Source: an optimization exercise on an open RTL-to-GDS flow (aim: small area, a short achievable clock period and few clock cycles). Production flows keep margins and buffers that such runs may drop. At most, simulation tests tie the RTL to the original design; equivalence was not proved. Power figures rest on the tool's default switching activity, not on a simulated workload.

## nabu_engine
module nabu_engine (
    input  wire        clk,
    input  wire        rst,
    input  wire        rx_valid,
    output wire        rx_ready,
    input  wire [7:0]  rx_data,
    output wire        tx_valid,
    input  wire        tx_ready,
    output wire [7:0]  tx_data,
    output wire        st_req_valid,
    input  wire        st_req_ready,
    output wire [23:0] st_seg,
    output wire [7:0]  st_pkt,
    input  wire        st_rsp_valid,
    output wire        st_rsp_ready,
    input  wire [1:0]  st_rsp_kind,
    input  wire [15:0] st_rsp_len,
    input  wire [15:0] st_rsp_offset,
    input  wire        st_rsp_last,
    input  wire        st_dat_valid,
    output wire        st_dat_ready,
    input  wire [7:0]  st_dat,
    input  wire [7:0]  tod_wd,
    input  wire [7:0]  tod_mo,
    input  wire [7:0]  tod_dd,
    input  wire [7:0]  tod_hh,
    input  wire [7:0]  tod_mi,
    input  wire [7:0]  tod_ss
);
    localparam [2:0] C_NONE = 3'd0,      
                     C_A    = 3'd1,      
                     C_82   = 3'd2,
                     C_83   = 3'd3,
                     C_1E   = 3'd4,
                     C_05   = 3'd5,
                     C_84   = 3'd6;
    localparam [2:0] A_1006 = 3'd0,
                     A_E4   = 3'd2,
                     A_91   = 3'd3,
                     A_1F   = 3'd4,
                     A_10E1 = 3'd5,
                     A_90   = 3'd7;
    function [1:0] mod3;     
        input [5:0] v;
        begin
            case (v)
            6'd0: mod3 = 2'd0;
            6'd1: mod3 = 2'd1;
            6'd2: mod3 = 2'd2;
            6'd3: mod3 = 2'd0;
            6'd4: mod3 = 2'd1;
            6'd5: mod3 = 2'd2;
            6'd6: mod3 = 2'd0;
            6'd7: mod3 = 2'd1;
            6'd8: mod3 = 2'd2;
            6'd9: mod3 = 2'd0;
            6'd10: mod3 = 2'd1;
            6'd11: mod3 = 2'd2;
            6'd12: mod3 = 2'd0;
            6'd13: mod3 = 2'd1;
            6'd14: mod3 = 2'd2;
            6'd15: mod3 = 2'd0;
            6'd16: mod3 = 2'd1;
            6'd17: mod3 = 2'd2;
            6'd18: mod3 = 2'd0;
            6'd19: mod3 = 2'd1;
            6'd20: mod3 = 2'd2;
            6'd21: mod3 = 2'd0;
            6'd22: mod3 = 2'd1;
            6'd23: mod3 = 2'd2;
            6'd24: mod3 = 2'd0;
            6'd25: mod3 = 2'd1;
            6'd26: mod3 = 2'd2;
  ...
For scale: about 1100 cells after synthesis, about 170 flip-flops, roughly 150 I/O pins.
export LEC_CHECK = 0
export ABC_AREA = 1
export CAP_MARGIN = 20
export CORE_MARGIN = 2
export CORE_UTILIZATION = 40
export CTS_BUF_LIST = sky130_fd_sc_hd__clkbuf_8
export SETUP_SLACK_MARGIN = 3.0
export SLEW_MARGIN = 20
create_clock -name core_clock -period 5.0 [get_ports {clk}]
standard.sh (not shown) runs the stock make flow with config.mk's settings and CLKGATE_MAP_FILE= SYNTH_SCRIPT=/design/flow/synth_recipe.tcl, a recipe that flattens the netlist after the stock synthesis.
==> flow/flow/run.sh <==
#!/bin/bash
# The standard layout, with the port buffers made of buf_2 cells instead of
# the cell buffer_ports picks by default. The output of the whole run goes to
# standard.log in the folder this runs in.
export BUFFER_PORTS_ARGS="-buffer_cell sky130_fd_sc_hd__buf_2"
bash standard.sh > standard.log 2>&1
The first run completed with no timing, DRC or antenna violations.
Testbench counts at the start, summed over its fixed seeds: cycles 192,988.
==> next run, changes <==
--- a/flow/config.mk
+++ b/flow/config.mk
@@ -11,4 +11,4 @@
 export CORE_UTILIZATION = 40
 export CTS_BUF_LIST = sky130_fd_sc_hd__clkbuf_8
-export SETUP_SLACK_MARGIN = 3.0
+export SETUP_SLACK_MARGIN = 2.8
 export SLEW_MARGIN = 20
=> Fmax goes down by 1.6%; utilization shrinks by 5.1 points; power goes down by about 2.1%; area after synthesis is unchanged; first-iteration DRC count falls by 23%; global-route usage falls by 1.3 points; setup slack got worse by 0.034 ns; wire length came out lower by 9.1%; clock-buffer cell count shrinks by 1; design area decreases by 9.2%; die area does not change.
==> next run, changes <==
--- a/flow/config.mk
+++ b/flow/config.mk
@@ -6,8 +6,7 @@
 export NUM_CORES = 4
 export LEC_CHECK = 0
-export ABC_AREA = 1
 export CAP_MARGIN = 20
 export CORE_MARGIN = 2
-export CORE_UTILIZATION = 40
+export CORE_UTILIZATION = 65
 export CTS_BUF_LIST = sky130_fd_sc_hd__clkbuf_8
 export SETUP_SLACK_MARGIN = 2.8
=> Via count is about the same; global-route usage went up by 11 points; routed wire length went down by 4.4%.
==> next run, changes <==
--- a/flow/config.mk
+++ b/flow/config.mk
@@ -8,6 +8,6 @@
 export CAP_MARGIN = 20
 export CORE_MARGIN = 2
-export CORE_UTILIZATION = 65
+export CORE_UTILIZATION = 40
 export CTS_BUF_LIST = sky130_fd_sc_hd__clkbuf_8
-export SETUP_SLACK_MARGIN = 2.8
+export SETUP_SLACK_MARGIN = 3.1
 export SLEW_MARGIN = 20
- clock skew went up by 0.011 ns
- non-clock buffer count is higher by 103
- die area went up by well over a third
- combinational power climbs by a quarter to a third
- via count climbs by a few percent
==> next run, changes <==
--- a/flow/config.mk
+++ b/flow/config.mk
@@ -6,8 +6,9 @@
 export NUM_CORES = 4
 export LEC_CHECK = 0
+export ABC_AREA = 1
 export CAP_MARGIN = 20
 export CORE_MARGIN = 2
-export CORE_UTILIZATION = 40
+export CORE_UTILIZATION = 65
 export CTS_BUF_LIST = sky130_fd_sc_hd__clkbuf_8
-export SETUP_SLACK_MARGIN = 3.1
+export SETUP_SLACK_MARGIN = 2.9
 export SLEW_MARGIN = 20
What happened: Setup slack is worse by 0.080 ns. Cell area decreases by 8.9%. Sequential power climbs by about 10%. Non-clock buffer count drops by 39. Critical path depth does not change. Sequential share of layout area came out higher by 3.3 points. Sequential cell count does not change.
==> next run, changes <==
--- a/flow/config.mk
+++ b/flow/config.mk
@@ -6,9 +6,8 @@
 export NUM_CORES = 4
 export LEC_CHECK = 0
-export ABC_AREA = 1
 export CAP_MARGIN = 20
 export CORE_MARGIN = 2
-export CORE_UTILIZATION = 65
+export CORE_UTILIZATION = 40
 export CTS_BUF_LIST = sky130_fd_sc_hd__clkbuf_8
-export SETUP_SLACK_MARGIN = 2.9
+export SETUP_SLACK_MARGIN = 2.4
 export SLEW_MARGIN = 20
=>
- The new run produced a clean layout
- hold slack improved by 0.0032 ns
- setup slack degrades by 0.21 ns
- synthesized area came out higher slightly
- die area increases by well over a third
- routed wire length goes down by about a fifth
- non-clock buffer count goes down by 84
- maximum frequency is lower by a little under a tenth

========
nabu_engine, a different RTL version from the one above (not shown whole).
Size in the first run: ~150 I/O pins, roughly 8800 um^2 of cells after synthesis.
==> flow/config.mk <==
export PLATFORM = sky130hd
export DESIGN_NAME = nabu_engine
export DESIGN_NICKNAME = nabu_engine
export VERILOG_FILES = /design/flow/design.v
export SDC_FILE = /design/flow/constraint.sdc
export NUM_CORES = 4
export LEC_CHECK = 0
export CAP_MARGIN = 20
export CORE_MARGIN = 2
export CORE_UTILIZATION = 40
export SETUP_SLACK_MARGIN = 2.6
export SLEW_MARGIN = 20
==> flow/constraint.sdc <==
create_clock -name core_clock -period 5.0 [get_ports {clk}]
set_input_delay 1.0000 -clock core_clock [delete_from_list [all_inputs] [get_ports {clk}]]
set_output_delay 1.0000 -clock core_clock [all_outputs]
set_load 0.01 [all_outputs]
run.sh (not shown) runs the stock make flow with config.mk's settings and CLKGATE_MAP_FILE= SYNTH_SCRIPT=/design/flow/synth_recipe.tcl, a recipe that flattens the netlist after the stock synthesis.
Stock flow here: none of the scripts above is used.
Next try:
==> flow/flow/run.sh (new file) <==
#!/bin/bash
# The standard layout, with the port buffers made of buf_2 cells instead of
# the cell buffer_ports picks by default. The output of the whole run goes to
# standard.log in the folder this runs in.
export BUFFER_PORTS_ARGS="-buffer_cell sky130_fd_sc_hd__buf_2"
bash standard.sh > standard.log 2>&1
==> flow/standard.sh (new file) <==
#!/bin/bash
# synth_recipe.tcl (not shown) runs the flow's synth.tcl, then flattens the netlist and writes it again
# the make line also repeats each setting of config.mk as NAME=value (left out here)
make -C /OpenROAD-flow-scripts/flow DESIGN_CONFIG=/design/flow/config.mk WORK_HOME=/design/flow/orfs CLKGATE_MAP_FILE= SYNTH_SCRIPT=/design/flow/synth_recipe.tcl "${@:-finish}"
--- a/flow/config.mk
+++ b/flow/config.mk
@@ -10,3 +10,2 @@
 export CORE_UTILIZATION = 40
-export SETUP_SLACK_MARGIN = 2.6
 export SLEW_MARGIN = 20
removed: flow/run.sh
The new run finished clean.
Non-clock buffer count decreases by 109.
Area after synthesis stays the same.
Worst hold slack is better by 0.011 ns.
Via count fell by 8.5%.
Maximum frequency went down by 19%.
Final area fell by 20%.
Clock-buffer cell count does not change.
Routed wire length shrinks by 13%.
Setup slack gets worse by 0.60 ns.
Next try:
==> flow/run.sh (new file) <==
#!/bin/bash
# synth_recipe.tcl (not shown) runs the flow's synth.tcl, then flattens the netlist and writes it again
# the make line also repeats each setting of config.mk as NAME=value (left out here)
make -C /OpenROAD-flow-scripts/flow DESIGN_CONFIG=/design/flow/config.mk WORK_HOME=/design/flow/orfs CLKGATE_MAP_FILE= SYNTH_SCRIPT=/design/flow/synth_recipe.tcl finish
removed: flow/flow/run.sh
removed: flow/standard.sh
Outcome: Critical path depth does not change; routed wire length climbs by about 1.7%; area after synthesis stays the same; worst setup slack improved by 0.12 ns; non-clock buffer count stays the same; final area rises by about 7%; clock skew came out lower by 0.0069 ns; clock power is about the same; die area stays the same.
No run of this note included a check of the RTL's function; only the layout flow was run.

========
before:
RTL: one of the versions met above, not the one the previous note started from.
Size: about 170 flip-flops, about 0.0091 mm^2 of cells after synthesis.
clock: 5.0 ns
lec_check: 0
cap_margin: 20
core_margin: 2
core_utilization: 40
cts_buf_list: sky130_fd_sc_hd__clkbuf_8
slew_margin: 20
standard.sh (not shown) runs the stock make flow with config.mk's settings and CLKGATE_MAP_FILE= SYNTH_SCRIPT=/design/flow/synth_recipe.tcl, a recipe that flattens the netlist after the stock synthesis.
==> flow/flow/run.sh <==
#!/bin/bash
# The standard layout, with the port buffers made of buf_2 cells instead of
# the cell buffer_ports picks by default. The output of the whole run goes to
# standard.log in the folder this runs in.
export BUFFER_PORTS_ARGS="-buffer_cell sky130_fd_sc_hd__buf_2"
bash standard.sh > standard.log 2>&1
Testbench counts of before, summed over its fixed seeds: cycles 192,988.
Input changes introduced in after (baseline for comparison: before):
# before
export LEC_CHECK = 0
export CAP_MARGIN = 20
export CORE_MARGIN = 2
export CORE_UTILIZATION = 40
export CTS_BUF_LIST = sky130_fd_sc_hd__clkbuf_8
export SLEW_MARGIN = 20
create_clock -name core_clock -period 5.0 [get_ports {clk}]
# after
export LEC_CHECK = 0
export CAP_MARGIN = 20
export CORE_MARGIN = 2
export CORE_UTILIZATION = 40
export CTS_BUF_LIST = sky130_fd_sc_hd__clkbuf_8
export SETUP_SLACK_MARGIN = 2.8
export SLEW_MARGIN = 20
create_clock -name core_clock -period 5.0 [get_ports {clk}]
Results
In the metrics for before and after, the one carrying the higher net switching power is after.
Of before and after, the run reporting the lower worst hold slack was after.
after against before: number of cells on the worst reg-to-reg path fell 2, sequential share of layout area fell 2.0 points, fraction of area in multi-input gates +0.26 points, global-route met3 utilization increased by 0.31 points relative to the old numbers.
after vs before, slowest cell on the critical path: sky130_fd_sc_hd__dfxtp_4 vs sky130_fd_sc_hd__o21a_1
Status: post-CTS clock slew at the launch and capture registers of the worst setup and hold paths parity (before, after)
after does worse than before on finished layout cell area.
The higher initial antenna violation count of before and after is in before.
Looking at final net count, after sits 2.8% above before.

========
v34:
Another version of the RTL of nabu_engine (not shown whole).
Size: about 1100 cells after synthesis, about 170 flip-flops, ~8900 um2 of cells after synthesis.
Settings: LEC_CHECK=0, ABC_AREA=1, CAP_MARGIN=20, CORE_MARGIN=2, CORE_UTILIZATION=65, CTS_BUF_LIST=sky130_fd_sc_hd__clkbuf_8, PLACE_DENSITY=0.8, SETUP_SLACK_MARGIN=2.9, SLEW_MARGIN=20, TNS_END_PERCENT=5; clock period 5.0 ns.
Scripts as last shown in full above: flow/flow/run.sh
Testbench counts of v34, summed over its fixed seeds: cycles 192,739.
Here is what was changed in the inputs of v53 compared with v34.
# v34
export LEC_CHECK = 0
export ABC_AREA = 1
export CAP_MARGIN = 20
export CORE_MARGIN = 2
export CORE_UTILIZATION = 65
export CTS_BUF_LIST = sky130_fd_sc_hd__clkbuf_8
export PLACE_DENSITY = 0.8
export SETUP_SLACK_MARGIN = 2.9
export SLEW_MARGIN = 20
export TNS_END_PERCENT = 5
create_clock -name core_clock -period 5.0 [get_ports {clk}]
# v53
export LEC_CHECK = 0
export ABC_AREA = 1
export CAP_MARGIN = 20
export CORE_MARGIN = 2
export CORE_UTILIZATION = 65
export CTS_BUF_LIST = sky130_fd_sc_hd__clkbuf_8
export CTS_CLUSTER_DIAMETER = 80
export CTS_CLUSTER_SIZE = 20
export SETUP_SLACK_MARGIN = 2.9
export SLEW_MARGIN = 20
export TNS_END_PERCENT = 5
create_clock -name core_clock -period 5.0 [get_ports {clk}]
==> summary.txt <==
- v53 has completed all stages; timing, DRC and antenna checks passed.
- On worst slew margin relative to its limit: between v53 and v34, it ends up lower for v53.
- Re filler-free cell count of the finished design: v53 is 0.90% down on v34.
- v53 vs v34: number of nets in the final layout down
- Antenna violation net count after detailed routing: v34 vs v53 identical
- Clock skew across v53 and v34: no real change.
- Looking at post-layout instance area, v53 sits 2.0% below v34.
- Total power down 0.19 mW in v53 wrt v34
- Measured against v53, the net switching power of v34 comes out at 1.05 times the reference value.
- On v53: hold slack is 0.011 ns lower than what v34 gave.
- v53 vs v34 — post-route fraction of the period consumed by the critical path dropped 1.9 points.
> inputs changed (v53 -> v11)
# v53
export LEC_CHECK = 0
export ABC_AREA = 1
export CAP_MARGIN = 20
export CORE_MARGIN = 2
export CORE_UTILIZATION = 65
export CTS_BUF_LIST = sky130_fd_sc_hd__clkbuf_8
export CTS_CLUSTER_DIAMETER = 80
export CTS_CLUSTER_SIZE = 20
export SETUP_SLACK_MARGIN = 2.9
export SLEW_MARGIN = 20
export TNS_END_PERCENT = 5
create_clock -name core_clock -period 5.0 [get_ports {clk}]
# v11
export LEC_CHECK = 0
export ABC_AREA = 1
export CAP_MARGIN = 20
export CORE_MARGIN = 2
export CORE_UTILIZATION = 65
export CTS_BUF_LIST = sky130_fd_sc_hd__clkbuf_8
export SETUP_SLACK_MARGIN = 2.8
export SLEW_MARGIN = 20
create_clock -name core_clock -period 5.0 [get_ports {clk}]
==> summary.txt <==
v11 finished every step from synthesis to the final layout, and the layout passed the timing, design-rule and antenna checks. Delta (v11 minus v53): relative contribution of the clock network to total power now larger; post-route standard cell area excluding fillers held; transition time at the pin with the least slew margin shrank by 0.13 ns; weighted congestion at the end of routability-driven global placement decreased 0.065; die area shows no meaningful change. Per the comparison of v11 with v53, peak ir drop on the vdd network saw an increase; multi-input gate share of total cell area saw little to no change. NOTE via count v53->v11 increased slightly. For sequential share of layout area, v11 and v53 come out practically identical. Routed wire length: v11 vs v53 up 760 um. When the final numbers for v11 and v53 were put side by side, the final critical delay including setup and external delays turned out to be smaller in v53.

========
Setup of v39:
nabu_engine again, from the RTL that the note above started with.
clock: 5.0 ns
lec_check: 0
abc_area: 1
cap_margin: 20
core_margin: 2
core_utilization: 65
cts_buf_list: sky130_fd_sc_hd__clkbuf_8
setup_slack_margin: 2.8
slew_margin: 20
==> flow/flow/run.sh <==
#!/bin/bash
# The standard layout, with the port buffers made of buf_1 cells instead of
# the cell buffer_ports picks by default. The output of the whole run goes to
# standard.log in the folder this runs in.
export BUFFER_PORTS_ARGS="-buffer_cell sky130_fd_sc_hd__buf_1"
bash standard.sh > standard.log 2>&1
v39: no failed stages, no open violations at the end
Testbench counts of v39, summed over its fixed seeds: cycles 192,739.
## Diff of input files: v59 against v39
==> flow/flow/run.sh <==
#!/bin/bash
# The standard layout, with the port buffers made of buf_2 cells instead of
# the cell buffer_ports picks by default. The output of the whole run goes to
# standard.log in the folder this runs in.
export BUFFER_PORTS_ARGS="-buffer_cell sky130_fd_sc_hd__buf_2"
bash standard.sh > standard.log 2>&1
diff --git a/flow/config.mk b/flow/config.mk
--- a/flow/config.mk
+++ b/flow/config.mk
@@ -13 +13 @@
-export SETUP_SLACK_MARGIN = 2.8
+export SETUP_SLACK_MARGIN = 2.9
@@ -14,0 +15 @@
+export TNS_END_PERCENT = 5
--- outcome ---
Summary of v59 over v39: total power fell 0.12 mW; setup slack rose 0.040 ns; fraction of standard cell area in multi-input logic about even. On clock sink total, v59 and v39 are basically level. Compared with v39, in v59 largest net degree at the start of global routing -3; layout buffer count excluding clock buffers now smaller; global routing usage on met1 shrank by 0.91 points; area of placed instances now larger. Re number of rows created at floorplan: no difference whatsoever between v59 and v39. Compared with v39, v59 shows a lower part of the total power dissipated in the clock network. Run comparison: v59 critical path capture point st_seg[20]; v39 critical path capture point q_known.
Relative to v59, the following input files were edited for v7:
diff --git a/flow/config.mk b/flow/config.mk
--- a/flow/config.mk
+++ b/flow/config.mk
@@ -11 +11 @@
-export CORE_UTILIZATION = 65
+export CORE_UTILIZATION = 40
==> summary.txt <==
- v7 reached the final stage; the timing, design-rule and antenna checks on its layout passed.
- Compared with v59, in v7 height of the die picked up an extra 32 um, register share of the cell area saw a decrease.
- Higher proportion of final cell area spent on non-clock buffers among v59 and v7: v7
- Cmp v59 and v7 / wire length of the first global-routing pass / higher: v7
- Lower clock power was reported by v59, not v7.
- Diff v59 -> v7: part of the power in the clock network went up 2.1 points, overall power went up 4.0%, setup fix buffers added after clock tree synthesis went up 1.
- The launch point of the worst path comes out r0[4] in one run and rx_data[2] in the other, namely in v59 and v7 respectively.
- Wire length on met3 ended up about 32% lower on v7 than on v59.

==> re-timing with driven ports <==
The results above use ideal ports. As a check the final layouts listed here were re-extracted and re-timed, cells and wires unchanged. Step 1 assumes that a clkbuf_16 drives the clock port and a buf_2 every other input. Step 2 adds t to the input delays and takes it off the output delays; t is the mean of the earliest and latest rising clock arrival at the registers after step 1. Input paths then give back, and output paths get back, about the clock's delay inside the block. Three values: ideal, step 1, step 2; two values: the first two.
run | t, ns | setup WS [ns] | worst setup path at the end | slew at the worst register clock pin (ns) | worst data-port slew with drivers (ns)
the first run of note 1 | 0.511 | 2.863 / 2.819 / 2.353 | input to register | 0.11 / 0.11 | 0.07
the second run of note 1 | 0.508 | 2.828 / 2.816 / 2.322 | input to register | 0.11 / 0.11 | 0.05
the third run of note 1 | 0.504 | 2.787 / 2.783 / 2.345 | input to register | 0.10 / 0.10 | 0.05
the fourth run of note 1 | 0.516 | 2.831 / 2.792 / 2.410 | input to register | 0.12 / 0.12 | 0.06
the fifth run of note 1 | 0.532 | 2.752 / 2.752 / 2.220 | input to register | 0.10 / 0.10 | 0.05
the sixth run of note 1 | 0.497 | 2.542 / 2.542 / 2.185 | input to register | 0.11 / 0.11 | 0.07
the first run of note 2 | 0.470 | 2.355 / 2.355 / 1.926 | input to register | 0.07 / 0.07 | 0.06
the second run of note 2 | 0.480 | 1.751 / 1.751 / 1.631 | input to register | 0.08 / 0.08 | 0.05
the third run of note 2 | 0.467 | 1.870 / 1.870 / 1.504 | input to register | 0.07 / 0.07 | 0.05
before | 0.504 | 1.935 / 1.935 / 1.782 | input to register | 0.10 / 0.10 | 0.08
after | 0.509 | 2.766 / 2.766 / 2.386 | input to register | 0.11 / 0.11 | 0.05
v34 | 0.510 | 2.766 / 2.755 / 2.245 | input to register | 0.10 / 0.10 | 0.06
v53 | 0.499 | 2.860 / 2.823 / 2.401 | input to register | 0.10 / 0.10 | 0.04
v11 | 0.505 | 2.843 / 2.805 / 2.352 | input to register | 0.10 / 0.10 | 0.04
v39 | 0.514 | 2.820 / 2.815 / 2.307 | input to register | 0.10 / 0.10 | 0.05
v59 | 0.499 | 2.860 / 2.823 / 2.401 | input to register | 0.10 / 0.10 | 0.04
v7 | 0.514 | 2.804 / 2.796 / 2.283 | input to register | 0.11 / 0.11 | 0.05
After both steps setup and hold are still met in every run listed. The setup slack of the fifth run of note 1, which loses most, moves by 0.000 ns with the drivers and by -0.532 ns with both steps.
